Background: an optimization exercise with open tools, aiming at small area, a short achievable clock period and few clock cycles. Do not read the settings as production practice. In this exercise RTL edits were held to simulation tests only and were not proved equivalent to the original. Power and IR drop assume default switching activity.

File: design/flow/run.sh
#!/bin/bash
# synth_recipe.tcl (not shown) runs the flow's synth.tcl, then flattens the netlist and writes it again
# the make line also repeats each setting of config.mk as NAME=value (left out here)
make -C /OpenROAD-flow-scripts/flow DESIGN_CONFIG=/design/flow/config.mk WORK_HOME=/design/flow/orfs CLKGATE_MAP_FILE= SYNTH_SCRIPT=/design/flow/synth_recipe.tcl finish
File: design/flow/config.mk
export PLATFORM = sky130hd
export DESIGN_NAME = polyline_codec
export DESIGN_NICKNAME = polyline_codec
export VERILOG_FILES = /design/flow/design.v
export SDC_FILE = /design/flow/constraint.sdc
export NUM_CORES = 4
export LEC_CHECK = 0
export CAP_MARGIN = 20
export CORE_MARGIN = 2
export CORE_UTILIZATION = 40
export PLACE_DENSITY = 0.6
export SLEW_MARGIN = 20
File: design/flow/constraint.sdc
create_clock -name core_clock -period 5.0 [get_ports {clk}]
set_input_delay 1.0000 -clock core_clock [delete_from_list [all_inputs] [get_ports {clk}]]
set_output_delay 1.0000 -clock core_clock [all_outputs]
set_load 0.01 [all_outputs]
File: design/flow/design.v
module plenc (
    input  wire        clk,
    input  wire        rst,
    input  wire        in_valid,
    output wire        in_ready,
    input  wire [64:0] in_data,
    output wire        out_valid,
    input  wire        out_ready,
    output wire [8:0]  out_data
);
    reg [31:0] prev_lat;
    reg [31:0] prev_lng;
    reg [31:0] m_lat;       
    reg [31:0] m_lng;       
    reg        busy;        
    reg        eos;         
    reg        sel_lng;     
    wire        in_op  = in_data[64];
    wire [31:0] in_lat = in_data[63:32];
    wire [31:0] in_lng = in_data[31:0];
    wire [31:0] d_lat = in_lat - prev_lat;
    wire [31:0] d_lng = in_lng - prev_lng;
    wire [31:0] v_lat = {d_lat[30:0], 1'b0};
    wire [31:0] v_lng = {d_lng[30:0], 1'b0};
    wire [31:0] f_lat = v_lat[31] ? ~v_lat : v_lat;
    wire [31:0] f_lng = v_lng[31] ? ~v_lng : v_lng;
    wire [31:0] m_cur  = sel_lng ? m_lng : m_lat;
    wire [31:0] m_rest = m_cur >> 5;
    wire        cont   = (m_rest != 32'd0);
    wire [7:0]  wbyte  = 8'd63 + {2'b00, cont, m_cur[4:0]};
    assign in_ready  = !busy;
    assign out_valid = busy;
    assign out_data  = eos ? 9'h100 : {1'b0, wbyte};
    wire take = in_valid && in_ready;
    wire give = out_valid && out_ready;
    always @(posedge clk) begin
        if (rst) begin
            prev_lat <= 32'd0;
            prev_lng <= 32'd0;
            m_lat    <= 32'd0;
            m_lng    <= 32'd0;
            busy     <= 1'b0;
            eos      <= 1'b0;
            sel_lng  <= 1'b0;
        end else if (take) begin
            busy    <= 1'b1;
            sel_lng <= 1'b0;
            if (in_op) begin
                eos      <= 1'b1;
                prev_lat <= 32'd0;
                prev_lng <= 32'd0;
            end else begin
                eos      <= 1'b0;
                m_lat    <= f_lat;
                m_lng    <= f_lng;
                prev_lat <= in_lat;
                prev_lng <= in_lng;
            end
        end else if (give) begin
            if (eos) begin
                busy <= 1'b0;
                eos  <= 1'b0;
            end else if (cont) begin
                if (sel_lng) m_lng <= m_rest;
                else         m_lat <= m_rest;
            end else if (!sel_lng) begin
                sel_lng <= 1'b1;
            end else begin
                busy <= 1'b0;
            end
        end
    end
endmodule
module pldec (
    input  wire        clk,
    input  wire        rst,
    input  wire        in_valid,
    output wire        in_ready,
    input  wire [8:0]  in_data,
    output wire        out_valid,
    input  wire        out_ready,
    output wire [65:0] out_data
);
    localparam [1:0] K_POINT = 2'd0, K_END = 2'd1, K_ERR = 2'd2;
    localparam       KMAX = 3'd7;
    reg [31:0] lat_acc;
    reg [31:0] lng_acc;
    reg [31:0] result;
    reg [2:0]  k;
    reg        phase;        
    reg [31:0] cursor;
    reg        oq_valid;     
    reg [65:0] oq_data;      
    reg        oq_end;       
    wire        in_eos = in_data[8];
    wire [7:0]  t      = in_data[7:0] - 8'd63;    
    wire [4:0]  chunk  = t[4:0];
    wire        cont   = t[5];
    wire [31:0] shifted = (k == KMAX) ? 32'd0 : ({27'd0, chunk} << (5 * k));
    wire [31:0] r       = result | shifted;
    wire [31:0] u_src = in_eos ? result : r;
    wire [31:0] h     = {u_src[31], u_src[31:1]};
    wire [31:0] d     = u_src[0] ? ~h : h;
    wire [31:0] lat_sum = lat_acc + d;
    wire [31:0] lng_sum = lng_acc + d;
    assign in_ready  = !oq_valid;
    assign out_valid = oq_valid;
    assign out_data  = oq_data;
    wire take = in_valid && in_ready;
    wire give = out_valid && out_ready;
    always @(posedge clk) begin
        if (rst) begin
            lat_acc  <= 32'd0;
            lng_acc  <= 32'd0;
            result   <= 32'd0;
            k        <= 3'd0;
            phase    <= 1'b0;
            cursor   <= 32'd0;
            oq_valid <= 1'b0;
            oq_data  <= 66'd0;
            oq_end   <= 1'b0;
        end else if (take) begin
            if (in_eos) begin
                if (!phase && k == 3'd0) begin
                    oq_valid <= 1'b1;
                    oq_data  <= {K_END, 64'd0};
                end else if (!phase) begin
                    oq_valid <= 1'b1;
                    oq_data  <= {K_ERR, 32'd1, cursor};
                end else begin
                    oq_valid <= 1'b1;
                    oq_data  <= {K_POINT, lat_acc, lng_sum};
                    oq_end   <= 1'b1;
                end
                lat_acc <= 32'd0;
                lng_acc <= 32'd0;
                result  <= 32'd0;
                k       <= 3'd0;
                phase   <= 1'b0;
                cursor  <= 32'd0;
            end else begin
                cursor <= cursor + 32'd1;
                if (cont) begin
                    result <= r;
                    if (k != KMAX) k <= k + 3'd1;
                end else begin
                    result <= 32'd0;
                    k      <= 3'd0;
                    phase  <= !phase;
                    if (!phase) begin
                        lat_acc <= lat_sum;
                    end else begin
                        lng_acc  <= lng_sum;
                        oq_valid <= 1'b1;
                        oq_data  <= {K_POINT, lat_acc, lng_sum};
                    end
                end
            end
        end else if (give) begin
            if (oq_end) begin
                oq_data <= {K_END, 64'd0};
                oq_end  <= 1'b0;
            end else begin
                oq_valid <= 1'b0;
            end
        end
    end
endmodule
module polyline_codec (
    input  wire        clk,
    input  wire        rst,
    input  wire        enc_in_valid,
    output wire        enc_in_ready,
    input  wire [64:0] enc_in_data,
    output wire        enc_out_valid,
    input  wire        enc_out_ready,
    output wire [8:0]  enc_out_data,
    input  wire        dec_in_valid,
    output wire        dec_in_ready,
    input  wire [8:0]  dec_in_data,
    output wire        dec_out_valid,
    input  wire        dec_out_ready,
    output wire [65:0] dec_out_data
);
    plenc u_enc (
        .clk(clk), .rst(rst),
        .in_valid(enc_in_valid), .in_ready(enc_in_ready), .in_data(enc_in_data),
        .out_valid(enc_out_valid), .out_ready(enc_out_ready), .out_data(enc_out_data)
    );
    pldec u_dec (
        .clk(clk), .rst(rst),
        .in_valid(dec_in_valid), .in_ready(dec_in_ready), .in_data(dec_in_data),
        .out_valid(dec_out_valid), .out_ready(dec_out_ready), .out_data(dec_out_data)
    );
endmodule
==> impl_metrics.csv <==
group,metric,value,unit
job,timing.max_cap.violations,0,
timing,finalSetupViolations,0,
global_routing,grt_use_met1,27.6,%
logic_synthesis,synth_enable_flop_cells,0,
logic_synthesis,synth_seq_area_share,32.5,%
logic_synthesis,mappedNetlistNets,2658,
timing,timing.hold.ws,443,ps
power,ir_worst_vdd,0.242,mV
floorplanning,design.die.area,0.0521,sq mm
cells_and_area,final_layout_size_suffix_gt1_share,11.4,%
route,route.antenna.remaining_nets,0,
timing,worst_slew_margin_rel,34.7,%
logic_synthesis,synthDistinctLibCells,81,
route,wl_per_cell,17.9,um
power,power.leakage,9.95,nW
timing,finalClockSkew,19.0,ps
logic_synthesis,synth.most_common_cell,"sky130_fd_sc_hd__dfxtp_1",
global_routing,grt_max_degree,72,
floorplanning,rows,82,
floorplanning,chipHeight,228,um
logic_synthesis,synth_area_leaders,"sky130_fd_sc_hd__dfxtp_1, sky130_fd_sc_hd__ha_1, sky130_fd_sc_hd__nor2_1, sky130_fd_sc_hd__a21oi_1, sky130_fd_sc_hd__xor2_1",
timing,report.final.slew_viol_count,0,
cells_and_area,postLayoutCellArea,0.0251,sq mm
route,dr.first_iter.drc_count,1331,
cells_and_area,areaGrowthSynthToFinish,24.8,%
placement,place_worst_setup_slack,-419,ps
clock_tree,cts_setup_buffers,0,
global_routing,first_global_vias,18581,
logic_synthesis,most_frequent_cells_after_synthesis,"sky130_fd_sc_hd__dfxtp_1, sky130_fd_sc_hd__nor2_1, sky130_fd_sc_hd__a21oi_1",
timing,unrepaired_setup_endpoints_after_global_routing,"false",
logic_synthesis,synth_cells,2443,
critical_path,critical_path_arrival,5210,ps
placement,gp_congestion,0.921,
cells_and_area,final_core_util,50.3,%
power,power_density,302,mW/mm^2
logic_synthesis,yosysTopAreaCellShare,32.5,%
clock_tree,clock_insertion_delay_at_the_later_pin_of_the_skew_report,560,ps
cells_and_area,filler_cell_count,4849,
cells_and_area,finish.net_count,2958,
route,total_drc_errors_in_the_routed_layout,0,
logic_synthesis,netlist.top_cell.by_area,"sky130_fd_sc_hd__dfxtp_1",
logic_synthesis,synth_seq_cells,327,
timing,timing_hold_violations_final,0,
timing,period_minus_slack,4730,ps
clock_tree,cts_htree_levels,2,
run_status,run_status,"timing/DRC/antenna clean",
placement,dpl.hpwl,46.3,mm
clock_tree,postCtsHoldBufs,0,
floorplanning,start_util,40.3,%
global_routing,groute.layer.met3.usage,2.81,%
global_routing,first_pass_grt_wire_length,97.7,mm
global_routing,globalRoute.totalOverflow,0,
logic_synthesis,ys_dominant_reg_cell,"sky130_fd_sc_hd__dfxtp_1",
global_routing,grt_busiest_layer,"met2",
critical_path,cp-end-kind,"register",
critical_path,crit_fanout,4,
clock_tree,cts_root_buf,"sky130_fd_sc_hd__clkbuf_16",
timing,final_critical_path_setup_slack,272,ps
clock_tree,clockBufferDepth,3,
worst_hold_path,hold_path_class,"reg2reg",
critical_path,critical_path_class,"in2reg",
floorplanning,die_w,228,um
logic_synthesis,syn-mean-instance-area,8.24,sq um
global_routing,gr-usage-met2,41.0,%
clock_tree,number_of_buffers_inserted_during_clock_tree_synthesis,41,
placement,input_output_buffers,153,
global_routing,global_route.usage.total,22.8,%
clock_tree,cts_tree,"done",
floorplanning,coreArea,0.0499,sq mm
clock_tree,postCtsResizedCells,0,
timing,final.setup.tns,0,ps
route,via_per_inst,5.59,
placement,placement.cell_area,0.0238,sq mm
critical_path,setup.worst_path.start_class,"input port",
clock_tree,clkSlewWorstSetupHoldPaths,50,ps
critical_path,critPathRequiredTime,5480,ps
timing,fin_crit_sh,94.6,%
logic_synthesis,synth_area,0.0201,sq mm
floorplanning,io-pin-count,159,
logic_synthesis,synth_warnings,2,
route,routed_wirelength,61.5,mm
timing,worst_slew_pin_slew,977,ps
route,route.vias.total,19261,
clock_tree,cts_sink_count,327,
global_routing,grt_antenna_before_repair,3,
route,drtPass1Iterations,7,
logic_synthesis,async_set_or_reset_flop_fraction_in_the_synthesized_netlist,0,%
timing,maxClockFrequency,0.211,GHz
kinds of logic after synthesis:
logic type      share of synthesized area (%)
compound gates                           26.9
simple gates                             16.8
flops                                    32.5
buf+inv                                  4.58
xor+xnor                                 9.35
fa+ha+maj                                8.54
mux                                      1.23
other cells                            0.0186
flip-flops by register name, summed over array words and instances (netlist names), 3 cells and up:
name,flops
u_dec.cursor,32
u_dec.result,32
u_enc.prev_lng,31
u_dec.lng_acc,32
u_enc.prev_lat,31
u_dec.oq_data,66
u_dec.k,3
u_enc.m_lng,31
u_enc.m_lat,31
u_dec.lat_acc,32
path summary, 6_finish.rpt:
kind,startpoint,endpoint,slack (ps),cells after the start
setup reg to reg,u_dec.k[0]$_SDFFE_PP0P_,u_dec.lng_acc[31]$_SDFFE_PP0P_,300,19
hold reg to reg,u_enc.m_lng[2]$_SDFFE_PP0P_,u_enc.m_lng[2]$_SDFFE_PP0P_,440,2
hold / removal,u_enc.m_lng[2]$_SDFFE_PP0P_,u_enc.m_lng[2]$_SDFFE_PP0P_,440,2
setup / recovery,dec_in_data[8],u_dec.lng_acc[31]$_SDFFE_PP0P_,270,18
area by class of cell:
type	count	area, sq um	area share (%)
multi-input cells	1883	12800	50.8
flip-flops and latches	327	6550	26.1
repair buffers	373	3200	12.7
clock buffers	58	1180	4.70
well taps	672	841	3.35
inverters	117	439	1.75
clock inverters	12	140	0.558
diodes	2	5.00	0.0199
worst max-delay path: stages:
cell and delay (ps):
sky130_fd_sc_hd__clkdlybuf4s50_1 500, sky130_fd_sc_hd__or3_1 450, sky130_fd_sc_hd__nor3_1 270, sky130_fd_sc_hd__buf_4 190
sky130_fd_sc_hd__a21oi_1 70, sky130_fd_sc_hd__xor2_1 150, sky130_fd_sc_hd__buf_4 160, sky130_fd_sc_hd__ha_1 280
sky130_fd_sc_hd__a21oi_1 230, sky130_fd_sc_hd__o2111ai_1 150, sky130_fd_sc_hd__a221o_1 340, sky130_fd_sc_hd__and3_1 190
sky130_fd_sc_hd__nor3_1 240, sky130_fd_sc_hd__buf_4 170, sky130_fd_sc_hd__o31a_1 190, sky130_fd_sc_hd__xnor2_1 90
sky130_fd_sc_hd__or4_1 400, sky130_fd_sc_hd__a31oi_1 130
layer usage:
layer | share of wire [%] | up-vias
met1 | 42 | 9071
met3 | 4.7 | 131
met2 | 49 | 533
met5 | 0.021 | -
met4 | 3.8 | 2
li1 | - | 9524
metrics by stage:
| step | instances | power [mW] |
|---|---|---|
| finish | 3444 | 7.57 |
| global route | 3444 | 7.92 |
| CTS | 3442 | 7.65 |
| detailed placement | 3372 | 4.66 |
| global placement | 3372 | 4.63 |
| floorplan | 2443 | 3.96 |
cells in the final DEF (no fill, tap or decap), drive strengths merged, types with 9 or more instances in the layout:
cell type and count:
xor2 99, mux2i 18, nand3b 10, ha 131, o21a 15, nand2 160, nand3 44, a21boi 12
buf 221, dfxtp 327, nand2b 24, xnor3 9, a222oi 10, and2 9, a22o 71, a211oi 36
a21oi 208, o211ai 15, nor3 41, o21ai 136, a32o 16, or3 32, nor2b 29, a31oi 30
a21o 50, nor3b 11, clkdlybuf4s50 152, nor4 20, nor2 282, inv 115, o21bai 13, clkinv 9
xnor2 91, nand4 24, and3 27, a32oi 19, a22oi 92, clkbuf 58
power breakdown:
group | switching [mW] | leakage [nW] | internal (mW) | total [mW]
Combinational | 1.02 | 6.66 | 0.810 | 1.83
Clock | 1.18 | 0.649 | 1.79 | 2.96
Sequential | 0.0804 | 2.65 | 2.70 | 2.78
Total | 2.28 | 9.95 | 5.29 | 7.57
Testbench counts, summed over its fixed seeds: cycles 38,791.

[separate check: timing with driven ports]
Ports are ideal in the flow. The routed layout listed here was re-timed in OpenROAD. Step 1 (the two cells are an assumption about what drives the block):
set clk [get_ports {clk}]
set_driving_cell -lib_cell sky130_fd_sc_hd__clkbuf_16 $clk
set_driving_cell -lib_cell sky130_fd_sc_hd__buf_2 [delete_from_list [all_inputs] $clk]
Step 2 adds t to the input delays and takes it off the output delays; t is the mean of the earliest and latest rising clock arrival at the registers after step 1. Input paths then give back, and output paths get back, about the clock's delay inside the block. a / b / c = ideal / step 1 / step 2; a / b = the first two.
t, ns: 0.611
setup WS [ns]: 0.272 / 0.295 / -0.315
worst setup path after step 2: input to register
worst register clock-pin slew, ns: 0.06 / 0.06
worst data-port slew with drivers (ns): 0.08
Met with ideal ports but missed after step 2: setup timing in this run. For this run, drivers alone change the setup slack by +0.023 ns; drivers and shift together by -0.587 ns.
